Context: an optimization exercise on an open-source flow, tuned for small area, a short achievable clock period and few clock cycles per item. The choices shown serve that exercise and are no tape-out recipe. In this exercise RTL edits were held to simulation tests only and were not proved equivalent to the original. Power and IR drop assume default switching activity.

<file path="design/flow/standard.sh">
#!/bin/bash
# synth_recipe.tcl (not shown) runs the flow's synth.tcl, then flattens the netlist and writes it again
# the make line also repeats each setting of config.mk as NAME=value (left out here)
make -C /OpenROAD-flow-scripts/flow DESIGN_CONFIG=/design/flow/config.mk WORK_HOME=/design/flow/orfs CLKGATE_MAP_FILE= SYNTH_SCRIPT=/design/flow/synth_recipe.tcl "${@:-finish}"
</file>
<file path="design/flow/constraint.sdc">
create_clock -name core_clock -period 15.0 [get_ports {clk}]
set_input_delay 3.0000 -clock core_clock [delete_from_list [all_inputs] [get_ports {clk}]]
set_output_delay 3.0000 -clock core_clock [all_outputs]
set_load 0.01 [all_outputs]
</file>
<file path="design/flow/config.mk">
export PLATFORM = sky130hd
export DESIGN_NAME = envelope_generator
export DESIGN_NICKNAME = envelope_generator
export VERILOG_FILES = /design/flow/design.v
export SDC_FILE = /design/flow/constraint.sdc
export NUM_CORES = 4
export LEC_CHECK = 0
export CAP_MARGIN = 20
export CORE_MARGIN = 2
export CORE_UTILIZATION = 65
export CTS_CLUSTER_DIAMETER = 100
export CTS_CLUSTER_SIZE = 20
export SLEW_MARGIN = 20
export SYNTH_MEMORY_MAX_BITS = 65536
</file>
<file path="design/flow/flow/run.sh">
#!/bin/bash
# The standard layout (standard.sh), with three changes:
#  1. After the standard synthesis, the combinational logic between the
#     registers is mapped again by Yosys/ABC (yosys.log): the registers keep
#     their names and cells; only the gates between them change.
#  2. The buffers placed on the ports are sky130_fd_sc_hd__buf_2 cells instead of
#     the slow delay buffer the placer picks by default.
#  3. The timing repair after clock tree synthesis and global routing aims for a
#     setup slack margin of 10.9 ns at the design's clock period.
set -euo pipefail
W=$(pwd)
R=$W/orfs/results/$FLOW_PLATFORM/envelope_generator/base
LIB=$FLOW_HOME/platforms/$FLOW_PLATFORM/lib/sky130_fd_sc_hd__tt_025C_1v80.lib
YOSYS=$(command -v yosys || echo $FLOW_HOME/../tools/install/yosys/bin/yosys)
DONT_USE="sky130_fd_sc_hd__lpflow_bleeder_1 sky130_fd_sc_hd__lpflow_clkbufkapwr_1 sky130_fd_sc_hd__lpflow_clkbufkapwr_16 sky130_fd_sc_hd__lpflow_clkbufkapwr_2 sky130_fd_sc_hd__lpflow_clkbufkapwr_4 sky130_fd_sc_hd__lpflow_clkbufkapwr_8 sky130_fd_sc_hd__lpflow_clkinvkapwr_1 sky130_fd_sc_hd__lpflow_clkinvkapwr_16 sky130_fd_sc_hd__lpflow_clkinvkapwr_2 sky130_fd_sc_hd__lpflow_clkinvkapwr_4 sky130_fd_sc_hd__lpflow_clkinvkapwr_8 sky130_fd_sc_hd__lpflow_decapkapwr_12 sky130_fd_sc_hd__lpflow_decapkapwr_3 sky130_fd_sc_hd__lpflow_decapkapwr_4 sky130_fd_sc_hd__lpflow_decapkapwr_6 sky130_fd_sc_hd__lpflow_decapkapwr_8 sky130_fd_sc_hd__lpflow_inputiso0n_1 sky130_fd_sc_hd__lpflow_inputiso0p_1 sky130_fd_sc_hd__lpflow_inputiso1n_1 sky130_fd_sc_hd__lpflow_inputiso1p_1 sky130_fd_sc_hd__lpflow_inputisolatch_1 sky130_fd_sc_hd__lpflow_isobufsrc_1 sky130_fd_sc_hd__lpflow_isobufsrc_16 sky130_fd_sc_hd__lpflow_isobufsrc_2 sky130_fd_sc_hd__lpflow_isobufsrc_4 sky130_fd_sc_hd__lpflow_isobufsrc_8 sky130_fd_sc_hd__lpflow_isobufsrckapwr_16 sky130_fd_sc_hd__lpflow_lsbuf_lh_hl_isowell_tap_1 sky130_fd_sc_hd__lpflow_lsbuf_lh_hl_isowell_tap_2 sky130_fd_sc_hd__lpflow_lsbuf_lh_hl_isowell_tap_4 sky130_fd_sc_hd__lpflow_lsbuf_lh_isowell_4 sky130_fd_sc_hd__lpflow_lsbuf_lh_isowell_tap_1 sky130_fd_sc_hd__lpflow_lsbuf_lh_isowell_tap_2 sky130_fd_sc_hd__lpflow_lsbuf_lh_isowell_tap_4 sky130_fd_sc_hd__probe_p_8 sky130_fd_sc_hd__probec_p_8 "

export BUFFER_PORTS_ARGS="-buffer_cell sky130_fd_sc_hd__buf_2"
export SETUP_SLACK_MARGIN=10.9

# standard synthesis
bash standard.sh synth > standard_synth.log 2>&1

# map the logic between the registers again
cp $R/1_2_yosys.v $W/standard_netlist.v
FF=$(grep -oE "sky130_fd_sc_hd__e?dfxtp_[0-9]+" $W/standard_netlist.v | sort -u | tr '\n' ' ')
DU=""
for c in $DONT_USE; do DU="$DU -dont_use $c"; done
cat > $W/remap.ys <<EOT
read_liberty -ignore_miss_func $LIB
read_verilog $W/standard_netlist.v
hierarchy -top $FLOW_TOP
blackbox $FF
flatten
opt -purge
abc -liberty $LIB $DU -D 4000
opt_clean -purge
stat -liberty $LIB
write_verilog -noattr $W/remapped.v
EOT
$YOSYS -s $W/remap.ys > $W/yosys.log 2>&1
cp $W/remapped.v $R/1_2_yosys.v
rm -f $R/1_synth.odb $R/1_synth.sdc

# the rest of the standard layout
bash standard.sh > standard_flow.log 2>&1
</file>
<file path="design/flow/design.v">
module attack_step_rom (
    input  wire [5:0]  addr,
    output wire [26:0] data
);
    localparam [64*27-1:0] TABLE = {
            27'd67108864,
            27'd3170297,
            27'd3170297,
            27'd2983809,
            27'd2669724,
            27'd2341142,
            27'd1976289,
            27'd1636282,
            27'd1463214,
            27'd1289612,
            27'd1079250,
            27'd884734,
            27'd800917,
            27'd714433,
            27'd611141,
            27'd500573,
            27'd434783,
            27'd372976,
            27'd310559,
            27'd250286,
            27'd218014,
            27'd187406,
            27'd156076,
            27'd125246,
            27'd109320,
            27'd93703,
            27'd78198,
            27'd62597,
            27'd54738,
            27'd46923,
            27'd39109,
            27'd31298,
            27'd27369,
            27'd23465,
            27'd19554,
            27'd15650,
            27'd13689,
            27'd11736,
            27'd9779,
            27'd7825,
            27'd6846,
            27'd5868,
            27'd4890,
            27'd3912,
            27'd3423,
            27'd2934,
            27'd2445,
            27'd1956,
            27'd1711,
            27'd1467,
            27'd1222,
            27'd978,
            27'd855,
            27'd733,
            27'd611,
            27'd489,
            27'd427,
            27'd366,
            27'd305,
            27'd244,
            27'd0,
            27'd0,
            27'd0,
            27'd0
        };
    assign data = TABLE[addr*27 +: 27];
endmodule
module decay_step_rom (
    input  wire [5:0]  addr,
    output wire [17:0] data
);
    localparam [64*18-1:0] TABLE = {
            18'd221260,
            18'd221260,
            18'd221260,
            18'd208245,
            18'd186324,
            18'd163392,
            18'd137928,
            18'd114199,
            18'd102120,
            18'd90004,
            18'd75322,
            18'd61747,
            18'd55897,
            18'd49861,
            18'd42652,
            18'd34935,
            18'd30344,
            18'd26030,
            18'd21674,
            18'd17467,
            18'd15215,
            18'd13079,
            18'd10892,
            18'd8741,
            18'd7629,
            18'd6539,
            18'd5457,
            18'd4368,
            18'd3820,
            18'd3274,
            18'd2729,
            18'd2184,
            18'd1910,
            18'd1637,
            18'd1364,
            18'd1092,
            18'd955,
            18'd819,
            18'd682,
            18'd546,
            18'd477,
            18'd409,
            18'd341,
            18'd273,
            18'd238,
            18'd204,
            18'd170,
            18'd136,
            18'd119,
            18'd102,
            18'd85,
            18'd68,
            18'd59,
            18'd51,
            18'd42,
            18'd34,
            18'd29,
            18'd25,
            18'd21,
            18'd17,
            18'd0,
            18'd0,
            18'd0,
            18'd0
        };
    assign data = TABLE[addr*18 +: 18];
endmodule
module decay_step_neg_rom (
    input  wire [5:0]  addr,
    output wire [26:0] data
);
    localparam [64*27-1:0] TABLE = {
            27'd133996468,
            27'd133996468,
            27'd133996468,
            27'd134009483,
            27'd134031404,
            27'd134054336,
            27'd134079800,
            27'd134103529,
            27'd134115608,
            27'd134127724,
            27'd134142406,
            27'd134155981,
            27'd134161831,
            27'd134167867,
            27'd134175076,
            27'd134182793,
            27'd134187384,
            27'd134191698,
            27'd134196054,
            27'd134200261,
            27'd134202513,
            27'd134204649,
            27'd134206836,
            27'd134208987,
            27'd134210099,
            27'd134211189,
            27'd134212271,
            27'd134213360,
            27'd134213908,
            27'd134214454,
            27'd134214999,
            27'd134215544,
            27'd134215818,
            27'd134216091,
            27'd134216364,
            27'd134216636,
            27'd134216773,
            27'd134216909,
            27'd134217046,
            27'd134217182,
            27'd134217251,
            27'd134217319,
            27'd134217387,
            27'd134217455,
            27'd134217490,
            27'd134217524,
            27'd134217558,
            27'd134217592,
            27'd134217609,
            27'd134217626,
            27'd134217643,
            27'd134217660,
            27'd134217669,
            27'd134217677,
            27'd134217686,
            27'd134217694,
            27'd134217699,
            27'd134217703,
            27'd134217707,
            27'd134217711,
            27'd0,
            27'd0,
            27'd0,
            27'd0
        };
    assign data = TABLE[addr*27 +: 27];
endmodule
module envelope_generator (
    input  wire        clk,
    input  wire        rst,           
    input  wire        cmd_valid,
    output wire        cmd_ready,
    input  wire [1:0]  cmd_op,        
    input  wire [4:0]  cmd_voice,     
    input  wire [3:0]  cmd_ar,        
    input  wire [3:0]  cmd_d1r,       
    input  wire [3:0]  cmd_d2r,       
    input  wire [3:0]  cmd_rr,        
    input  wire [3:0]  cmd_dl,        
    input  wire [3:0]  cmd_krs,       
    input  wire [3:0]  cmd_oct,       
    input  wire        cmd_oct_lsb,   
    output reg         rsp_valid,
    output reg  [9:0]  rsp_level,     
    output reg         rsp_stop       
);
    localparam NV  = 28;
    localparam NCB = 2;               
    localparam [1:0] OP_TICK   = 2'd0;
    localparam [1:0] OP_RECALC = 2'd1;
    localparam [1:0] OP_KEYON  = 2'd2;
    localparam [1:0] OP_KEYOFF = 2'd3;
    localparam [1:0] ATTACK  = 2'd0;
    localparam [1:0] DECAY1  = 2'd1;
    localparam [1:0] DECAY2  = 2'd2;
    localparam [1:0] RELEASE = 2'd3;
    localparam [26:0] EG_CEIL = 27'd67043328;    
    localparam W = 54;
    function automatic [4:0] inc28(input [4:0] x);
        inc28 = (x == 5'd27) ? 5'd0 : x + 5'd1;
    endfunction
    function automatic [4:0] dist28(input [4:0] a, input [4:0] b);
        reg [5:0] d;
        begin
            d = {1'b0, b} - {1'b0, a};
            dist28 = d[5] ? d[4:0] + 5'd28 : d[4:0];
        end
    endfunction
    reg [4:0] vc;           
    reg       sweeping;     
    always @(posedge clk) begin
        if (rst) begin
            vc       <= 5'd25;    
            sweeping <= 1'b1;
        end else begin
            vc <= inc28(vc);
            if (vc == 5'd24) sweeping <= 1'b0;
        end
    end
    wire [3:0] oct_m1 = cmd_oct - 4'd1;
    wire [5:0] ks     = {{2{oct_m1[3]}}, oct_m1} + {2'b0, cmd_krs};       
    wire [5:0] krv_in = (cmd_krs == 4'd15) ? 6'd16 : {ks[4:0], cmd_oct_lsb} + 6'd16;
    localparam CW = 33;
    wire [CW-1:0] cmd_in = {cmd_op, cmd_voice, cmd_ar, cmd_d1r, cmd_d2r, cmd_rr,
                            krv_in, cmd_dl};
    reg          ir_v;
    reg [CW-1:0] ir;
    reg          rdy;                 
    reg          rdy_o;               
    assign cmd_ready = rdy_o;
    wire xfer = cmd_valid && rdy_o;
    wire [1:0]  ir_op    = ir[32:31];
    wire [4:0]  ir_voice = ir[30:26];
    wire [25:0] ir_rates = ir[25:0];      
    wire        ir_tick  = (ir_op == OP_TICK);
    reg [4:0] h_nv, t_nv;
    reg [4:0] h_end, t_end;
    reg  h_on, t_on;
    reg  h_full, t_full;
    wire proc = h_on && (h_nv == vc);      
    wire [4:0] tl_nv   = t_on ? t_nv   : h_nv;
    wire [4:0] tl_end  = t_on ? t_end  : h_end;
    wire       tl_full = t_on ? t_full : h_full;
    wire can_extend = h_on && !tl_full && (tl_end == ir_voice);
    wire tick_ok = can_extend || !t_on;
    reg         cb_v     [0:NCB-1];
    reg  [1:0]  cb_w     [0:NCB-1];    
    reg         cb_ts    [0:NCB-1];    
    reg  [4:0]  cb_voice [0:NCB-1];
    reg         cb_hr    [0:NCB-1];    
    reg  [1:0]  cb_env   [0:NCB-1];    
    reg  [25:0] cb_rates [0:NCB-1];
    reg         cb_ap    [0:NCB-1];    
    function automatic in_run(input [4:0] nv, input [4:0] e, input on, input full, input [4:0] v);
        begin
            if (!on)               in_run = 1'b0;
            else if (full)         in_run = 1'b1;
            else if (nv < e)       in_run = (v >= nv) && (v < e);
            else                   in_run = (v >= nv) || (v < e);
        end
    endfunction
    reg          m_any, f_any;
    reg [NCB-1:0] m_hit, f_sel, v_hit, c_hit;
    reg          a_any, a_hr;
    reg [1:0]    a_env;
    reg [25:0]   a_rates;
    integer i;
    always @(*) begin
        m_any = 1'b0; m_hit = {NCB{1'b0}};
        f_any = 1'b0; f_sel = {NCB{1'b0}};
        a_any = 1'b0; a_hr = 1'b0; a_env = 2'b00; a_rates = 26'd0;
        for (i = 0; i < NCB; i = i + 1) begin
            v_hit[i] = cb_v[i] && (cb_voice[i] == ir_voice);
            c_hit[i] = cb_v[i] && (cb_voice[i] == vc);
            if (v_hit[i] && !cb_ts[i]) begin
                m_hit[i] = 1'b1;
                m_any    = 1'b1;
            end
            if (!cb_v[i] && !f_any) begin
                f_sel[i] = 1'b1;
                f_any    = 1'b1;
            end
            if (cb_v[i] && cb_ap[i]) begin
                a_any   = 1'b1;
                a_hr    = cb_hr[i];
                a_env   = cb_env[i];
                a_rates = cb_rates[i];
            end
        end
    end
    wire [4:0] vcn = inc28(vc);         
    wire ir_in_h = in_run(h_nv, h_end, h_on, h_full, ir_voice);
    wire ir_in_t = in_run(t_nv, t_end, t_on, t_full, ir_voice);
    wire [1:0] ir_pend = {1'b0, ir_in_h} + {1'b0, ir_in_t};    
    wire cfg_ok = (ir_voice != vc) && (m_any || f_any);
    wire disp = ir_v && (ir_tick ? tick_ok : cfg_ok);
    wire disp_tick = disp && ir_tick;
    wire disp_cfg  = disp && !ir_tick;
    wire [4:0] ir_end1 = inc28(ir_voice);
    wire t_free_next = disp_tick ? (can_extend && !t_on) : !t_on;
    reg  [1:0] n_free;
    always @(*) begin
        n_free = 2'd0;
        for (i = 0; i < NCB; i = i + 1)
            n_free = n_free + {1'b0, !cb_v[i] || cb_ap[i]};
    end
    wire cb_free_next = (n_free == 2'd2) || (n_free == 2'd1 && !disp_cfg);
    wire run_room = disp_tick ? (!h_on || (!tl_full && inc28(tl_end) != tl_nv)) : (h_on && !tl_full);
    wire [4:0] run_end = disp_tick ? ir_end1 : tl_end;
    wire in_sure = (cmd_op == OP_TICK) ? (t_free_next || (run_room && cmd_voice == run_end))
                                       : (cb_free_next && cmd_voice != vcn);
    wire ir_sure = ir_tick ? (t_free_next || (run_room && ir_voice == run_end))
                           : (cb_free_next && ir_voice != vcn);
    always @(posedge clk) begin
        if (rst) begin
            ir_v  <= 1'b0;
            rdy   <= 1'b1;
            rdy_o <= 1'b0;
        end else if (xfer) begin
            ir_v  <= 1'b1;
            rdy   <= in_sure;
            rdy_o <= in_sure;
        end else if (ir_v && !disp) begin
            rdy   <= ir_sure;
            rdy_o <= ir_sure;
        end else begin
            ir_v  <= 1'b0;
            rdy   <= 1'b1;
            rdy_o <= 1'b1;
        end
        if (rdy) ir <= cmd_in;
    end
    wire ext   = disp_tick && can_extend;
    wire ext_h = ext && !t_on;                   
    wire ext_t = ext && t_on;                    
    wire nrun  = disp_tick && !can_extend;       
    wire [4:0] h_nv1  = inc28(h_nv);
    wire [4:0] h_end1 = inc28(h_end);
    wire [4:0] t_end1 = inc28(t_end);
    wire [4:0] v_end1 = inc28(ir_voice);
    wire h_out = !h_on || (proc && !h_full && h_nv1 == h_end && !ext_h);    
    always @(posedge clk) begin
        if (h_out) begin
            h_on <= t_on || nrun;
            t_on <= 1'b0;
            if (t_on) begin
                h_nv   <= t_nv;
                h_end  <= ext_t ? t_end1 : t_end;
                h_full <= ext_t ? (t_end1 == t_nv) : t_full;
            end else begin
                h_nv   <= ir_voice;
                h_end  <= v_end1;
                h_full <= 1'b0;
            end
        end else begin
            if (proc) begin
                h_nv   <= h_nv1;
                h_full <= 1'b0;
            end else if (ext_h) begin
                h_full <= (h_end1 == h_nv);
            end
            if (ext_h) h_end <= h_end1;
            if (ext_t) begin
                t_end  <= t_end1;
                t_full <= (t_end1 == t_nv);
            end else if (nrun) begin
                t_on   <= 1'b1;
                t_nv   <= ir_voice;
                t_end  <= v_end1;
                t_full <= 1'b0;
            end
        end
        if (rst) begin
            h_on <= 1'b0;
            t_on <= 1'b0;
        end
    end
    always @(posedge clk) begin
        for (i = 0; i < NCB; i = i + 1) begin
            if (c_hit[i] && proc && cb_w[i] != 2'd0)
                cb_w[i] <= cb_w[i] - 2'd1;
            cb_ap[i] <= (cb_voice[i] == vcn) && (cb_w[i] == 2'd0);
            if (disp_tick && v_hit[i]) cb_ts[i] <= 1'b1;
            if (disp_cfg && (m_any ? m_hit[i] : f_sel[i])) begin
                if (!m_any) begin
                    cb_w[i]     <= ir_pend;
                    cb_ts[i]    <= 1'b0;
                    cb_voice[i] <= ir_voice;
                    cb_ap[i]    <= (ir_voice == vcn) && (ir_pend == 2'd0);
                end
                if (ir_op != OP_KEYOFF) begin
                    cb_hr[i]    <= 1'b1;
                    cb_rates[i] <= ir_rates;
                end else if (!m_any) begin
                    cb_hr[i]    <= 1'b0;
                end
                case (ir_op)
                    OP_KEYON:  cb_env[i] <= 2'b01;
                    OP_KEYOFF: cb_env[i] <= {1'b1, m_any & cb_env[i][0]};
                    default:   if (!m_any) cb_env[i] <= 2'b00;
                endcase
            end
            if (rst)
                cb_v[i] <= 1'b0;
            else if (disp_cfg && !m_any && f_sel[i])
                cb_v[i] <= 1'b1;
            else if (cb_v[i] && cb_ap[i])
                cb_v[i] <= 1'b0;                         
        end
    end
    reg [W-1:0] p0, p1, p2, p3, p4;
    reg [W-1:0] sh [5:27];
    reg         t1, t2, t3, t4;
    reg [5:0]   idx2;
    reg [26:0]  step3;
    reg         c4;                  
    wire        new_rates = a_any && a_hr;
    wire        zero_vol  = sweeping || (a_any && a_env[0]);
    wire        to_rel    = a_any && a_env[1];
    wire [W-1:0] eff = {to_rel ? RELEASE : zero_vol ? ATTACK : p0[53:52],
                        zero_vol ? 26'd0 : p0[51:26],
                        new_rates ? a_rates : sweeping ? 26'd0 : p0[25:0]};
    wire [1:0] st1 = p1[53:52];
    wire [3:0] code1 = (st1 == ATTACK) ? p1[25:22] :
                       (st1 == DECAY1) ? p1[21:18] :
                       (st1 == DECAY2) ? p1[17:14] : p1[13:10];
    wire [5:0] krv1 = p1[9:4];
    wire [6:0] sum1 = {1'b0, code1, 2'b00} + {1'b0, krv1};    
    wire [5:0] idx1 = (code1 == 4'd0)  ? 6'd0  :
                      (code1 == 4'd15) ? 6'd63 :
                      (sum1 < 7'd16)   ? 6'd0  :
                      (sum1 > 7'd79)   ? 6'd63 : sum1[5:0] - 6'd16;
    wire [26:0] a_step;
    wire [26:0] d_nstep;
    attack_step_rom    u_ar (.addr(idx2), .data(a_step));
    decay_step_neg_rom u_dr (.addr(idx2), .data(d_nstep));
    wire [26:0] step2 = !t2 ? 27'd0 : (p2[53:52] == ATTACK) ? a_step : d_nstep;
    wire [1:0]  st3  = p3[53:52];
    wire [25:0] vol3 = p3[51:26];
    wire [26:0] r3   = {1'b0, vol3} + step3;
    wire [1:0]  st4  = p4[53:52];
    wire [25:0] r4   = p4[51:26];
    wire [3:0]  thr4 = ~p4[3:0];                         
    reg  [1:0]  nst4;
    reg  [25:0] nvol4;
    reg         stop4;
    always @(*) begin
        nst4  = st4;
        stop4 = 1'b0;
        if (st4 == ATTACK) begin
            if (t4 && (c4 || (&r4[25:16]))) begin       
                nvol4 = EG_CEIL[25:0];
                nst4  = DECAY1;
            end else begin
                nvol4 = r4;
            end
        end else begin
            nvol4 = c4 ? 26'd0 : r4;
            if (t4 && st4 == DECAY1 && nvol4[25:16] <= {thr4, 6'b0}) nst4 = DECAY2;
            if (st4 == RELEASE) stop4 = (nvol4 == 26'd0);
        end
    end
    integer k;
    always @(posedge clk) begin
        p1    <= eff;
        p2    <= p1;
        idx2  <= idx1;
        p3    <= p2;
        step3 <= step2;
        p4    <= {st3, r3[25:0], p3[25:0]};
        c4    <= r3[26];
        sh[5] <= {nst4, nvol4, p4[25:0]};
        for (k = 6; k <= 27; k = k + 1) sh[k] <= sh[k-1];
        p0    <= sh[27];
        if (rst) begin
            t1 <= 1'b0;
            t2 <= 1'b0;
            t3 <= 1'b0;
            t4 <= 1'b0;
            rsp_valid <= 1'b0;
        end else begin
            t1 <= proc;
            t2 <= t1;
            t3 <= t2;
            t4 <= t3;
            rsp_valid <= t4;
        end
        rsp_level <= nvol4[25:16];
        rsp_stop  <= stop4;
    end
endmodule
</file>
==> results.txt, run 1 <==
CTS H-Tree Depth = 3
Syn nets = 2,937
Starting density of the core = 0.656
Clock sink total = 1,693
Run status = finished clean
CTS tree = yes
Clock skew = 42.6 ps
LEAKAGE = 17.7 nW
CP max FO = 2
Pwr Density = 158 mW/mm2
Pin count of the biggest net entering global routing = 62
Cts hold-fix bufs = 0
DRC Markers = 0
Initial antenna violation count = 4
Max clock buf depth = 3
Commonest non-fill, non-tap cell in the layout = dfxtp_1
# setup viols final = 0
Ports = 52
Layout area overhead = 10.6%
TritonCTS Buffers = 95
Final-stage net count = 3,118
GRT Util Overall = 0.292
CTS root buf = clkbuf_16
Vias = 22,500
Post-Syn Area = 0.0422 mm2
Placeable core region = 0.0643 mm2
Hold Vio Cnt, Final = 0
ANT cells = 0
Chip Height = 259 um
Row Count = 93
Worst path max stage delay = 370 ps
Drt pass-1 iters = 9
Commonest cells after routing, fill and taps aside = dfxtp_1, nand2_1, nor2_1
Core Util, Final = 0.725
Max-Cap Viols = 0
Crit path DAT = 1170 ps
Worst-margin pin slew = 1190 ps
Maximum VDD drop = 113 uV
Die area = 0.0670 mm2
Total gr overflow = 0
Tmin final = 4170 ps
First-pass GRT wire length = 146 mm
Sum of negative setup slack = 0 ps
Slowest stage cell on the critical path = dfxtp_4
Die span in x = 259 um
Clk pin slew, worst setup/hold paths = 80 ps
# fillers = 3,747
Drt wl/cell = 24.5 um
Max_slew headroom = 0.198
Final period utilization = 0.278
Fin. max-slew vios = 0
Critical path launch point type = flip-flop
Vias in the first global route = 23,400
Achievable Freq = 240 MHz
Worst path cell trace = buf_6
RSZ-0062 raised after global routing = true
Worst Path Required = 12,000 ps
Drt via density = 5.69
I/O Buffers = 51
DP HPWL = 54.8 mm
Worst hold path class = reg -> reg
Crit path max-delay family = flip-flops
Gpl congestion = 0.891
Worst skew pair latency = 690 ps
Remaining antenna violation count after routing = 0
Routed wire length = 96.9 mm
Crit path capture type = output pin
Share of cells above drive strength 1 = 0.0751
Post-Syn Instances = 2,898
Buf/Inv on CP = 1
Ys Warns = 10
Syn Area/Cell = 14.6 um2
Kind of critical path = reg -> out
Iteration-0 DRC Markers = 2,498
-- layout make-up --
type | count | area (um2) | share of cell area
clock buffers | 111 | 2460 | 0.0527
clock inverters | 9 | 169 | 0.00362
inverters | 34 | 135 | 0.00290
multi-input cells | 1172 | 7110 | 0.152
flip-flops and latches | 1693 | 35100 | 0.753
well taps | 855 | 1070 | 0.0229
repair buffers | 83 | 581 | 0.0124
-- worst paths after layout --
| path | start | end | slack (ps) | cells past startpoint |
|---|---|---|---|---|
| setup / recovery | rdy_o | cmd_ready | 10830 | 1 |
| hold / removal | sh[26][1] | sh[27][1] | 300 | 0 |
| setup reg to reg | step3[0] | c4 | 11000 | 13 |
| hold reg to reg | sh[26][1] | sh[27][1] | 300 | 0 |
-- metal layers --
metal	share of wire	wire, um	vias up	global-route usage
li1	-	-	10200	-
met1	0.41	39900	11000	0.380
met2	0.49	47600	1002	0.492
met3	0.060	5810	262	0.0475
met4	0.038	3690	0	0.115
met5	0	0	-	0
-- timing repair --
item,CTS,global route
endpoints found under the setup margin,68,69
resized for setup,36,10
setup buffers,6,0
pin swaps,1,1
gates cloned,0,1
-- state kept, by name, summed over array words and instances, names as in the netlist, 4 cells and up --
| name | cells |
|---|---|
| t_nv | 5 |
| p4 | 54 |
| cb_w | 4 |
| p2 | 54 |
| sh | 1242 |
| p1 | 54 |
| ir | 33 |
| step3 | 24 |
| h_end | 5 |
| idx2 | 6 |
| p3 | 54 |
| p0 | 54 |
| h_nv | 5 |
| vc | 5 |
| t_end | 5 |
| cb_rates | 52 |
| cb_voice | 10 |
| cb_env | 4 |
-- power by group --
group	internal [mW]	switching [mW]
logic	0.0565	0.0912
registers	4.58	0.0413
clock network	1.18	1.42
total	5.81	1.55
-- stage by stage --
step / cell area [um2] / power [mW] / std cells / setup slack (ps) / hold WS [ps]
finish: 46700 / 7.36 / 3957 / 10830 / 301
global route: 46700 / 7.57 / 3957 / 10810 / 308
CTS: 46600 / 7.39 / 3956 / 10810 / 302
detailed placement: 43800 / 4.87 / 3830 / 9730 / 312
global placement: 43800 / 4.86 / 3830 / 9950 / 310
floorplan: 42300 / 4.80 / 2898 / 10910 / 310
Testbench counts, summed over its fixed seeds: cycles 46,656, cmds 45,850.
==> run 2, diff against run 1 <==
--- a/design/flow/config.mk
+++ b/design/flow/config.mk
@@ -9,6 +9,6 @@
 export CORE_MARGIN = 2
 export CORE_UTILIZATION = 65
-export CTS_CLUSTER_DIAMETER = 100
-export CTS_CLUSTER_SIZE = 20
+export CTS_CLUSTER_DIAMETER = 150
+export CTS_CLUSTER_SIZE = 26
 export SLEW_MARGIN = 20
 export SYNTH_MEMORY_MAX_BITS = 65536
==> run 2 against run 1 <==
Non-clock buffer count increased by 3. Largest power group unchanged. Still clean on timing, DRC and antenna. Combinational power is essentially flat. Area after synthesis is the same.
==> results.txt, run 2 <==
CTS root buf = clkbuf_16
Drt via density = 5.65
Clock sink total = 1,693
Drt wl/cell = 23.7 um
Clk pin slew, worst setup/hold paths = 100 ps
TritonCTS Buffers = 75
Cts hold-fix bufs = 0
Worst Path Required = 12,000 ps
Layout area overhead = 9.39%
Worst path max stage delay = 370 ps
Worst setup margin = 10,850 ps
Crit path DAT = 1150 ps
Sum of negative setup slack = 0 ps
ANT cells = 0
Final-stage net count = 3,101
First-pass GRT wire length = 142 mm
Worst hold path class = reg -> reg
Hold_ws = 303 ps
Pwr Density = 153 mW/mm2
Commonest cells after routing, fill and taps aside = dfxtp_1, nand2_1, nor2_1
Max clock buf depth = 3
Total gr overflow = 0
Gpl congestion = 0.891
Max FFs per register = 1,242
Maximum VDD drop = 152 uV
CTS H-Tree Depth = 3
Inst Count DP = 3,830
Pin count of the biggest net entering global routing = 62
Initial antenna violation count = 0
Post-Layout Cell Count = 3,932
CTS tree = yes
CP max FO = 1
Chip Height = 259 um
Hold Vio Cnt, Final = 0
I/O Buffers = 51
Worst-margin pin slew = 1160 ps
Critical path launch point type = flip-flop
Commonest non-fill, non-tap cell in the layout = dfxtp_1
Clock skew = 41.2 ps
Die span in x = 259 um
RSZ-0062 raised after global routing = true
Post-Syn Area = 0.0422 mm2
Top reg by flops = sh
DP HPWL = 54.8 mm
Row Count = 93
# setup viols final = 0
Achievable Freq = 241 MHz
GRT Util Overall = 0.281
Die area = 0.0670 mm2
Ports = 52
Worst skew pair latency = 670 ps
Post-Syn Instances = 2,898
Worst path cell trace = buf_6
Iteration-0 DRC Markers = 2,221
Vias in the first global route = 23,100
Slowest stage cell on the critical path = dfxtp_4
LEAKAGE = 17.4 nW
Ys Warns = 10
Max-Cap Viols = 0
Starting density of the core = 0.656
Remaining antenna violation count after routing = 0
Run status = finished clean
Pre-CTS setup slack = 9730 ps
Kind of critical path = reg -> out
Placeable core region = 0.0643 mm2
Crit path max-delay family = flip-flops
Final period utilization = 0.277
Buf/Inv on CP = 1
Fin. max-slew vios = 0
Crit path capture type = output pin
# fillers = 3,806
Syn Area/Cell = 14.6 um2
Max_slew headroom = 0.222
Routed wire length = 93.2 mm
Syn nets = 2,937
Tmin final = 4150 ps
Drt pass-1 iters = 8
Vias = 22,200
DRC Markers = 0
Share of cells above drive strength 1 = 0.0699
## run 2: repair_timing
action / CTS / global route
pin swaps: 1 / 2
gates cloned: 0 / 1
resized for setup: 35 / 12
buffers inserted: 6 / 3
endpoints found under the setup margin: 69 / 67
## run 2: final cells by class
class | count | area (um2) | share of cell area
repair buffers | 86 | 603 | 0.0131
flip-flops and latches | 1693 | 35100 | 0.761
well taps | 855 | 1070 | 0.0232
clock buffers | 86 | 1940 | 0.0420
inverters | 34 | 138 | 0.00298
multi-input cells | 1172 | 7120 | 0.154
clock inverters | 6 | 146 | 0.00317
## run 2: report_power, final
part / switching, mW / internal, mW
Combinational: 0.0909 / 0.0567
Sequential: 0.0413 / 4.58
Clock: 1.34 / 0.943
## run 2: worst paths after layout
check                  start          to  slack (ps)  cells after the start
hold reg to reg   sh[26][13]  sh[27][13]         300                      0
setup / recovery    rsp_stop    rsp_stop       10850                      1
hold / removal    sh[26][13]  sh[27][13]         300                      0
setup reg to reg      p3[28]      p4[50]       11040                     14
## run 2: metal layers
metal	up-vias	part of all wire	global-route usage	wire length [um]
met5	-	0	0	0
met4	0	0.036	0.104	3360
met3	256	0.053	0.0446	4980
met2	938	0.49	0.478	46100
met1	10800	0.42	0.367	38700
li1	10200	-	-	-
## run 2: per-stage QoR
stage / total power [mW] / instance area (um2) / utilization
after floorplan: 4.80 / 42300 / -
after global placement: 4.86 / 43800 / 0.681
after detailed placement: 4.87 / 43800 / 0.681
after CTS: 7.09 / 46100 / 0.716
after global routing: 7.26 / 46200 / 0.717
final: 7.06 / 46200 / 0.717
==> run 3, diff against run 2 <==
--- a/design/flow/config.mk
+++ b/design/flow/config.mk
@@ -9,6 +9,7 @@
 export CORE_MARGIN = 2
 export CORE_UTILIZATION = 65
-export CTS_CLUSTER_DIAMETER = 150
+export CTS_CLUSTER_DIAMETER = 100
 export CTS_CLUSTER_SIZE = 26
+export GPL_TIMING_DRIVEN = 0
 export SLEW_MARGIN = 20
 export SYNTH_MEMORY_MAX_BITS = 65536
==> run 3 against run 2 <==
Design area up 0.32%. Count of clock-buffer cells in the layout up 5. Sequential power about the same. Worst setup slack better by 1.4 ps. Hold slack better by 9.9 ps. First-iteration DRC count down 16%. Clock skew down 9.8 ps. Area after synthesis unchanged. Highest routed layer unchanged.
==> results.txt, run 3 <==
Core Util, Final = 0.720
LEAKAGE = 17.5 nW
Maximum VDD drop = 130 uV
Max clock buf depth = 3
Placeable core region = 0.0643 mm2
Kind of critical path = reg -> out
Post-Syn Area = 0.0422 mm2
Routed wire length = 92.8 mm
Row Count = 93
Clock sink total = 1,693
Crit path from = rsp_stop
Max-Cap Viols = 0
Crit path max-delay family = flip-flops
Worst setup margin = 10,850 ps
Die area = 0.0670 mm2
Ports = 52
Crit path DAT = 1150 ps
Syn nets = 2,937
Cts hold-fix bufs = 0
Drt via density = 5.64
Combinational power share = 0.021
Worst-margin pin slew = 1180 ps
Path depth of the worst reg2reg path = 8
Clk pin slew, worst setup/hold paths = 110 ps
Buf/Inv on CP = 1
Sw Share = 0.209
Initial antenna violation count = 0
Tmin final = 4150 ps
Hold Path Origin = sh[16][35]
Pin count of the biggest net entering global routing = 64
Commonest non-fill, non-tap cell in the layout = dfxtp_1
Final period utilization = 0.276
CP max FO = 1
P_int = 5.60 mW
Vias = 22,200
CTS H-Tree Depth = 3
RR Endpoint = h_full
Pwr Density = 153 mW/mm2
Total gr overflow = 0
Hold_ws = 313 ps
TritonCTS Buffers = 75
Critical path launch point type = flip-flop
Clock skew = 31.4 ps
Sum of negative setup slack = 0 ps
Worst skew pair latency = 660 ps
Worst path max stage delay = 380 ps
RSZ-0062 raised after global routing = true
Switching power = 1.48 mW
Pre-CTS setup slack = 9440 ps
Gpl congestion = 0.877
Achievable Freq = 241 MHz
Max FFs per register = 1,242
Post-Syn Instances = 2,898
Remaining antenna violation count after routing = 0
CTS root buf = clkbuf_16
Commonest cells after routing, fill and taps aside = dfxtp_1, nand2_1, nor2_1
Worst R2R Start = h_nv[1]
Worst hold path class = reg -> reg
CTS tree = yes
Drt wl/cell = 23.6 um
Run status = finished clean
Share of cells above drive strength 1 = 0.0718
DP HPWL = 54.4 mm
Crit path depth = 1
Hold Vio Cnt, Final = 0
Fin. max-slew vios = 0
Layout area overhead = 9.74%
Sequential power share = 0.652
Syn Area/Cell = 14.6 um2
First-pass GRT wire length = 141 mm
Iteration-0 DRC Markers = 1,874
Ys Warns = 10
ANT cells = 0
Max_slew headroom = 0.212
Reg2Reg Setup Slack = 10,960 ps
Slowest stage cell on the critical path = dfxtp_2
I/O Buffers = 51
GRT Util Overall = 0.279
Placed cell area = 0.0439 mm2
DRC Markers = 0
Vias in the first global route = 23,300
Chip Height = 259 um
Final-stage net count = 3,096
Worst path cell trace = buf_6
Drt pass-1 iters = 5
Clock share of power = 0.326
Post-route cell area = 0.0463 mm2
CP Capture Point = rsp_stop
Crit path capture type = output pin
# setup viols final = 0
Die span in x = 259 um
Starting density of the core = 0.656
Worst Path Required = 12,000 ps
Top reg by flops = sh
run 3: power by group through the flow:
stage | clock, mW | sequential (mW) | combinational (mW)
final | 2.31 | 4.62 | 0.150
after global routing | 2.49 | 4.63 | 0.161
after CTS | 2.33 | 4.62 | 0.146
after detailed placement | 0 | 4.73 | 0.136
after global placement | 0 | 4.73 | 0.126
after floorplan | 0 | 4.71 | 0.0924
run 3: layout make-up:
| type | count | area [um2] |
|---|---|---|
| clock inverter | 9 | 211 |
| multi-input combinational | 1172 | 7130 |
| tap | 855 | 1070 |
| fill | 3766 | 18000 |
| clock buffer | 91 | 1940 |
| timing repair buffer | 81 | 671 |
| sequential | 1693 | 35200 |
| inverter | 34 | 133 |
run 3: how the worst min path moves through the flow:
stage          slack (ps)    endpoint  depth (start not counted)
2_1_floorplan         310       p0[0]                          0
3_3_place_gp          310   sh[10][9]                          0
3_5_place_dp          310       p0[6]                          0
4_1_cts               310   sh[7][27]                          0
5_1_grt               320  sh[16][53]                          0
6_report              310  sh[17][35]                          0
run 3: worst reg2reg max path, stage by stage, from the launching register on:
cell and delay, ps:
edfxtp_1 620, xor2_1 250, a2111oi_1 630, o211ai_1 390
or4_1 680, o41ai_4 430, buf_4 270, nand2b_1 320
or2_0 170
run 3: what timing repair did:
action	in CTS	in global routing
gates resized for setup	38	10
pin swaps	3	2
endpoints found under the hold margin	0	0
buffers inserted	10	3
endpoints found under the setup margin	111	90
gates cloned	0	1
run 3: per-stage QoR:
stage	power, mW	std cells
2_1_floorplan	4.80	2898
3_3_place_gp	4.85	3804
3_5_place_dp	4.86	3821
4_1_cts	7.10	3931
5_1_grt	7.27	3935
6_report	7.08	3935
run 3: metal layers:
metal,wire length (um),track usage,up-vias,share of wire
met5,0,0,-,0
met4,3490,0.107,0,0.038
met3,4850,0.0407,256,0.052
met2,46400,0.480,877,0.50
met1,38100,0.359,10900,0.41
li1,-,-,10200,-
==> run 4, diff against run 3 <==
--- a/design/flow/config.mk
+++ b/design/flow/config.mk
@@ -11,5 +11,5 @@
 export CTS_CLUSTER_DIAMETER = 100
 export CTS_CLUSTER_SIZE = 26
-export GPL_TIMING_DRIVEN = 0
+export PLACE_DENSITY = 0.75
 export SLEW_MARGIN = 20
 export SYNTH_MEMORY_MAX_BITS = 65536
==> run 4 against run 3 <==
Still clean. Total power is 0.44% lower. Sequential power about the same. Synthesized cell count stayed put. Largest cell class unchanged. Highest routed layer unchanged.
==> results.txt, run 4 <==
Run status = finished clean
Worst-margin pin slew = 1340 ps
Sum of negative setup slack = 0 ps
I/O Buffers = 51
Commonest non-fill, non-tap cell in the layout = dfxtp_1
Clk pin slew, worst setup/hold paths = 100 ps
Achievable Freq = 242 MHz
Crit path max-delay family = flip-flops
Top reg by flops = sh
Layout area overhead = 9.29%
Iteration-0 DRC Markers = 2,200
Max-Cap Viols = 0
Hold Path Origin = sh[23][13]
Post-Syn Area = 0.0422 mm2
Crit path DAT = 1140 ps
Core Util, Final = 0.717
Vias in the first global route = 23,000
Share of cells above drive strength 1 = 0.0691
CP max FO = 2
Pin count of the biggest net entering global routing = 63
Row Count = 93
Total gr overflow = 0
Critical path launch point type = flip-flop
Max FFs per register = 1,242
TritonCTS Buffers = 75
Final period utilization = 0.276
Clock skew = 40.2 ps
Buf/Inv on CP = 1
Worst hold path class = reg -> reg
DP HPWL = 51.3 mm
Clock sink total = 1,693
Max clock buf depth = 3
Switching power = 1.48 mW
Starting density of the core = 0.656
Clock share of power = 0.324
GRT Util Overall = 0.277
Remaining antenna violation count after routing = 0
Placed cell area = 0.0438 mm2
Die span in x = 259 um
First-pass GRT wire length = 141 mm
Hold Vio Cnt, Final = 0
Die area = 0.0670 mm2
LEAKAGE = 17.4 nW
Chip Height = 259 um
Gpl congestion = 0.896
Placeable core region = 0.0643 mm2
Syn Area/Cell = 14.6 um2
Post-Syn Instances = 2,898
Cts hold-fix bufs = 0
Drt wl/cell = 23.2 um
Commonest cells after routing, fill and taps aside = dfxtp_1, nand2_1, nor2_1
Initial antenna violation count = 4
Tmin final = 4140 ps
Maximum VDD drop = 134 uV
CTS root buf = clkbuf_16
Worst skew pair latency = 660 ps
Worst path cell trace = buf_6
Crit path from = sh[5][43]
Worst R2R Start = step3[1]
Syn nets = 2,937
Ports = 52
Combinational power share = 0.021
Sequential power share = 0.655
Pwr Density = 153 mW/mm2
Slowest stage cell on the critical path = dfxtp_2
# setup viols final = 0
Total chip power = 7.05 mW
Crit path capture type = output pin
Ys Warns = 10
Worst Path Required = 12,000 ps
Sw Share = 0.209
Worst path max stage delay = 380 ps
Drt via density = 5.57
P_int = 5.58 mW
Kind of critical path = reg -> out
# fillers = 3,801
Max_slew headroom = 0.0992
DRC Markers = 0
Drt pass-1 iters = 6
Final-stage net count = 3,104
RSZ-0062 raised after global routing = true
CTS tree = yes
Fin. max-slew vios = 0
CTS H-Tree Depth = 3
Routed wire length = 91.3 mm
Vias = 21,900
Post-route cell area = 0.0461 mm2
## run 4: power groups by stage
stage / registers (mW) / clock network (mW) / logic [mW]
final: 4.62 / 2.28 / 0.147
after detailed placement: 4.73 / 0 / 0.137
after floorplan: 4.71 / 0 / 0.0924
after global placement: 4.72 / 0 / 0.134
after global routing: 4.63 / 2.46 / 0.162
after CTS: 4.62 / 2.31 / 0.143
## run 4: metal layers
layer / wire length [um] / track usage
met2: 44400 / 0.468
met1: 39000 / 0.373
met5: 0 / 0
met3: 5070 / 0.0389
met4: 2800 / 0.0923
## run 4: worst paths after layout
path / end / slack (ps) / cells after the start
min reg2reg: sh[24][13] / 310 / 0
max: rsp_level[1] / 10860 / 1
max reg2reg: p4[50] / 10990 / 13
min: sh[24][13] / 310 / 0
## run 4: cell type report
type,instances,area [um2],share of cell area
inverter,34,138,0.00298
tap,855,1070,0.0232
antenna,1,2.50,0.0000543
clock buffer,86,1920,0.0416
clock inverter,8,143,0.00309
timing repair buffer,89,622,0.0135
sequential,1693,35100,0.762
multi-input combinational,1172,7080,0.153
## run 4: repair_timing
| action | CTS | global route |
|---|---|---|
| pin swaps | 2 | 0 |
| buffers inserted | 7 | 4 |
| gates cloned | 1 | 0 |
| resized for setup | 32 | 6 |
| endpoints found under the setup margin | 65 | 51 |
## run 4: metrics by stage
step / hold WS (ps) / setup slack, ps / std cells
floorplan: 310 / 10910 / 2898
global placement: 310 / 9970 / 3831
detailed placement: 312 / 9790 / 3831
CTS: 316 / 10840 / 3933
global route: 323 / 10840 / 3938
finish: 308 / 10860 / 3938
==> run 5, diff against run 4 <==
--- a/design/flow/config.mk
+++ b/design/flow/config.mk
@@ -11,5 +11,4 @@
 export CTS_CLUSTER_DIAMETER = 100
 export CTS_CLUSTER_SIZE = 26
-export PLACE_DENSITY = 0.75
 export SLEW_MARGIN = 20
 export SYNTH_MEMORY_MAX_BITS = 65536
==> run 5 against run 4 <==
Still clean on timing, DRC and antenna. Final cell count barely moved. Non-clock buffer count fell by 3. Synthesized cell count did not move. Clock power barely moved. Core utilization barely moved. Sequential cell count did not move. Maximum frequency fell by 0.33%. Hold slack improved by 13 ps. Sequential share of layout area barely moved. Via count rose by 0.91%. Total power barely moved. Critical endpoint is now cmd_ready. Highest routed layer is now met5.
==> results.txt, run 5 <==
Final-stage net count = 3,101
Clk pin slew, worst setup/hold paths = 100 ps
CTS H-Tree Depth = 3
Footprint of the multi-input gates = 0.00710 mm2
Worst Path Required = 12,000 ps
Layout area overhead = 9.33%
Crit path capture type = output pin
Commonest non-fill, non-tap cell in the layout = dfxtp_1
Tmin final = 4150 ps
Fin. max-slew vios = 0
Placed cell area = 0.0438 mm2
Row Count = 93
Core Util, Final = 0.717
I/O Buffers = 51
Max_slew headroom = 0.203
Switching power = 1.47 mW
Commonest cells after routing, fill and taps aside = dfxtp_1, nand2_1, nor2_1
LEAKAGE = 17.4 nW
Worst skew pair latency = 650 ps
Initial antenna violation count = 2
Iteration-0 DRC Markers = 2,184
Buf/Inv on CP = 1
Chip Height = 259 um
Worst-margin pin slew = 1190 ps
Routed wire length = 92.4 mm
Die span in x = 259 um
Vias in the first global route = 22,800
Syn nets = 2,937
Ports = 52
Gpl congestion = 0.891
Drt pass-1 iters = 6
Slowest stage cell on the critical path = dfxtp_4
Sum of negative setup slack = 0 ps
Post-Syn Instances = 2,898
Cts hold-fix bufs = 0
Worst setup margin = 10,850 ps
Starting density of the core = 0.656
Top reg by flops = sh
CTS root buf = clkbuf_16
Pwr Density = 153 mW/mm2
Crit path max-delay family = flip-flops
Worst path max stage delay = 370 ps
CTS tree = yes
Die area = 0.0670 mm2
Sequential power share = 0.656
DP HPWL = 54.8 mm
Max clock buf depth = 3
Critical path launch point type = flip-flop
Reg area = 0.0351 mm2
GRT Util Overall = 0.279
ANT cells = 0
Vias = 22,100
Sw Share = 0.208
CP max FO = 2
Crit path DAT = 1150 ps
Clock skew = 24.2 ps
Kind of critical path = reg -> out
Achievable Freq = 241 MHz
Post-route cell area = 0.0461 mm2
Maximum VDD drop = 149 uV
TritonCTS Buffers = 75
Pre-CTS setup slack = 9730 ps
Max-Cap Viols = 0
Total gr overflow = 0
Hold Vio Cnt, Final = 0
Drt wl/cell = 23.5 um
Max FFs per register = 1,242
Final period utilization = 0.277
Post-Syn Area = 0.0422 mm2
RSZ-0062 raised after global routing = true
Ys Warns = 10
P_int = 5.58 mW
Placeable core region = 0.0643 mm2
# setup viols final = 0
Run status = finished clean
Syn Area/Cell = 14.6 um2
# fillers = 3,775
Pin count of the biggest net entering global routing = 62
Worst path cell trace = buf_6
Clock sink total = 1,693
Clock share of power = 0.323
Remaining antenna violation count after routing = 0
Worst hold path class = reg -> reg
Combinational power share = 0.021
First-pass GRT wire length = 140 mm
Share of cells above drive strength 1 = 0.0698
DRC Markers = 0
Drt via density = 5.63
## run 5: power by group through the flow
stage / Sequential, mW / Clock [mW] / Combinational, mW
2_1_floorplan: 4.71 / 0 / 0.0924
3_3_place_gp: 4.73 / 0 / 0.135
3_5_place_dp: 4.73 / 0 / 0.138
4_1_cts: 4.62 / 2.31 / 0.144
5_1_grt: 4.63 / 2.47 / 0.158
6_report: 4.62 / 2.28 / 0.146
## run 5: area by class of cell
type	instances	share of cell area
Clock inverter	8	0.00290
Clock buffer	87	0.0421
Multi-Input combinational cell	1172	0.154
Tap cell	855	0.0232
Inverter	34	0.00298
Timing Repair Buffer	86	0.0131
Sequential cell	1693	0.762
## run 5: per-stage QoR
step / instances / power [mW] / hold slack (ps)
4_1_cts: 3932 / 7.08 / 311
5_1_grt: 3935 / 7.25 / 327
6_report: 3935 / 7.05 / 321
3_3_place_gp: 3830 / 4.86 / 310
2_1_floorplan: 2898 / 4.80 / 310
3_5_place_dp: 3830 / 4.87 / 312
## run 5: final timing paths
kind	start	end	slack, ps	depth (start not counted)
setup / recovery	rdy_o	cmd_ready	10850	1
hold / removal	sh[7][26]	sh[8][26]	320	0
setup reg to reg	step3[2]	p4[50]	11060	13
hold reg to reg	sh[7][26]	sh[8][26]	320	0
## run 5: what timing repair did
item | 4_1_cts | 5_1_grt
pin swaps | 1 | 1
setup buffers | 7 | 2
cloned | 0 | 1
setup endpoints to repair | 70 | 65
resized for setup | 36 | 10
## run 5: per-layer routing
layer,wire (um),part of all wire,GRT usage,up-vias
li1,-,-,-,10200
met4,3100,0.034,0.103,2
met5,20,0.00022,0,-
met3,5340,0.058,0.0404,218
met1,39000,0.42,0.373,10800
met2,45000,0.49,0.465,903
==> run 6, diff against run 5 <==
--- a/design/flow/flow/run.sh
+++ b/design/flow/flow/run.sh
@@ -7,5 +7,5 @@
 #     the slow delay buffer the placer picks by default.
 #  3. The timing repair after clock tree synthesis and global routing aims for a
-#     setup slack margin of 10.9 ns at the design's clock period.
+#     setup slack margin of 11 ns at the design's clock period.
 set -euo pipefail
 W=$(pwd)
@@ -16,5 +16,5 @@
 
 export BUFFER_PORTS_ARGS="-buffer_cell sky130_fd_sc_hd__buf_2"
-export SETUP_SLACK_MARGIN=10.9
+export SETUP_SLACK_MARGIN=11
 
 # standard synthesis
==> run 6 against run 5 <==
Highest routed layer is now met4. Critical path depth unchanged. Combinational power increased by 3%. Die area unchanged. Still clean.
==> results.txt, run 6 <==
Core Util, Final = 0.721
Gpl congestion = 0.942
Share of cells above drive strength 1 = 0.0743
Worst path max stage delay = 370 ps
Sum of negative setup slack = 0 ps
Die area = 0.0670 mm2
Max FFs per register = 1,242
DP HPWL = 55.0 mm
RR Endpoint = p4[38]
Max_slew headroom = 0.261
Drt via density = 5.62
Commonest cells after routing, fill and taps aside = dfxtp_1, nand2_1, nor2_1
Worst hold path class = reg -> reg
Cts hold-fix bufs = 0
Worst skew pair latency = 660 ps
Hold Vio Cnt, Final = 0
CP max FO = 1
Worst Path Required = 12,000 ps
Remaining antenna violation count after routing = 0
Layout area overhead = 9.90%
CTS H-Tree Depth = 3
Post-Syn Instances = 2,898
Ys Warns = 10
I/O Buffers = 51
Drt pass-1 iters = 6
Fin. max-slew vios = 0
CTS tree = yes
CTS root buf = clkbuf_16
Achievable Freq = 241 MHz
Commonest non-fill, non-tap cell in the layout = dfxtp_1
Crit path max-delay family = flip-flops
Starting density of the core = 0.656
Worst path cell trace = buf_6
LEAKAGE = 17.5 nW
Max clock buf depth = 3
Total chip power = 7.13 mW
Worst R2R Start = p3[28]
Crit path capture type = output pin
Reg2Reg Setup Slack = 11,100 ps
Vias in the first global route = 23,000
Row Count = 93
Worst hold path cell count = 0
Clock skew = 57.6 ps
Final period utilization = 0.276
Hold Path Origin = sh[5][40]
Routed wire length = 95.0 mm
Critical path launch point type = flip-flop
Iteration-0 DRC Markers = 2,027
Final-stage net count = 3,112
Tmin final = 4140 ps
Chip Height = 259 um
# setup viols final = 0
Kind of critical path = reg -> out
First-pass GRT wire length = 144 mm
GRT Util Overall = 0.284
Syn Area/Cell = 14.6 um2
Initial antenna violation count = 2
Total gr overflow = 0
Syn nets = 2,937
Slowest stage cell on the critical path = dfxtp_4
Max-Cap Viols = 0
Maximum VDD drop = 137 uV
Path depth of the worst reg2reg path = 12
Buf/Inv on CP = 1
Pwr Density = 154 mW/mm2
RSZ-0062 raised after global routing = true
Pin count of the biggest net entering global routing = 64
Placeable core region = 0.0643 mm2
Worst-margin pin slew = 1100 ps
Vias = 22,200
Crit path DAT = 1140 ps
Clk pin slew, worst setup/hold paths = 90 ps
Worst Hold Path EP = sh[6][40]
Die span in x = 259 um
Top reg by flops = sh
Drt wl/cell = 24.0 um
Run status = finished clean
TritonCTS Buffers = 76
DRC Markers = 0
Clock sink total = 1,693
Hold_ws = 304 ps
Post-Syn Area = 0.0422 mm2
Ports = 52
[run 6: what timing repair did]
| item | in CTS | in global routing |
|---|---|---|
| setup endpoints to repair | 85 | 95 |
| buffers inserted | 7 | 11 |
| hold endpoints to repair | 0 | 0 |
| resized for setup | 37 | 11 |
| pin swaps | 1 | 3 |
| cloned | 0 | 1 |
[run 6: power breakdown]
group	switching (mW)	internal, mW	total [mW]	leakage, nW
Combinational	0.0926	0.0578	0.150	2.64
Sequential	0.0394	4.58	4.62	13.8
Clock	1.37	0.983	2.36	1.06
Total	1.51	5.62	7.13	17.5
[run 6: through the flow]
| stage | instance area, um2 | std cells | setup slack, ps |
|---|---|---|---|
| after floorplan | 42300 | 2898 | 10910 |
| after global placement | 43800 | 3829 | 10220 |
| after detailed placement | 43800 | 3830 | 10070 |
| after CTS | 46200 | 3937 | 10830 |
| after global routing | 46400 | 3950 | 10830 |
| final | 46400 | 3951 | 10860 |
[run 6: metal layers]
metal  global-route usage  vias to the layer above  routed length, um
li1                     -                    10200                  -
met5                    0                        -                  0
met1                0.376                    10800              39300
met2                0.483                      934              46700
met4                0.104                        0               3450
met3               0.0390                      219               5450
[run 6: final cells by class]
class / instances / area (um2)
flip-flops and latches: 1693 / 35100
fillers: 3749 / 18000
multi-input cells: 1172 / 7140
clock buffers: 93 / 2030
well taps: 855 / 1070
repair buffers: 96 / 686
clock inverters: 7 / 159
inverters: 34 / 134
diodes: 1 / 2.50
[run 6: worst max path at each step]
stage            startpoint        end  depth (start not counted)
4_1_cts           rsp_valid  rsp_valid                          1
3_5_place_dp         ir[27]   cb_hr[0]                         11
6_report          rsp_valid  rsp_valid                          1
2_1_floorplan  cmd_voice[4]        rdy                          9
5_1_grt           rsp_valid  rsp_valid                          1
3_3_place_gp         ir[29]   cb_hr[0]                         11

## re-timing with driven ports
In the flow no input, the clock included, has a driving cell. The finished layouts below were timed again as built, in two steps. Step 1: set_driving_cell puts a clkbuf_16 on clk and a buf_2 on each other input, an assumption about the parent block. Step 2 adds t to the input delays and takes it off the output delays; t is the mean of the earliest and latest rising clock arrival at the registers after step 1. Input paths then give back, and output paths get back, about the clock's delay inside the block. Three values: no drivers, after step 1, after step 2; two values: the first two.
run	t (ns)	slack for setup (ns)	worst setup path after step 2
run 1	0.729	10.834 / 10.768 / 10.228	input to register
run 2	0.716	10.852 / 10.787 / 10.477	input to register
run 3	0.718	10.853 / 10.787 / 10.331	input to register
run 4	0.712	10.862 / 10.794 / 10.479	input to register
run 5	0.712	10.848 / 10.781 / 10.399	input to register
run 6	0.706	10.858 / 10.794 / 10.445	input to register
After both steps setup and hold are still met in every run listed. The setup slack of run 1, which loses most, moves by -0.066 ns with the drivers and by -0.606 ns with both steps.
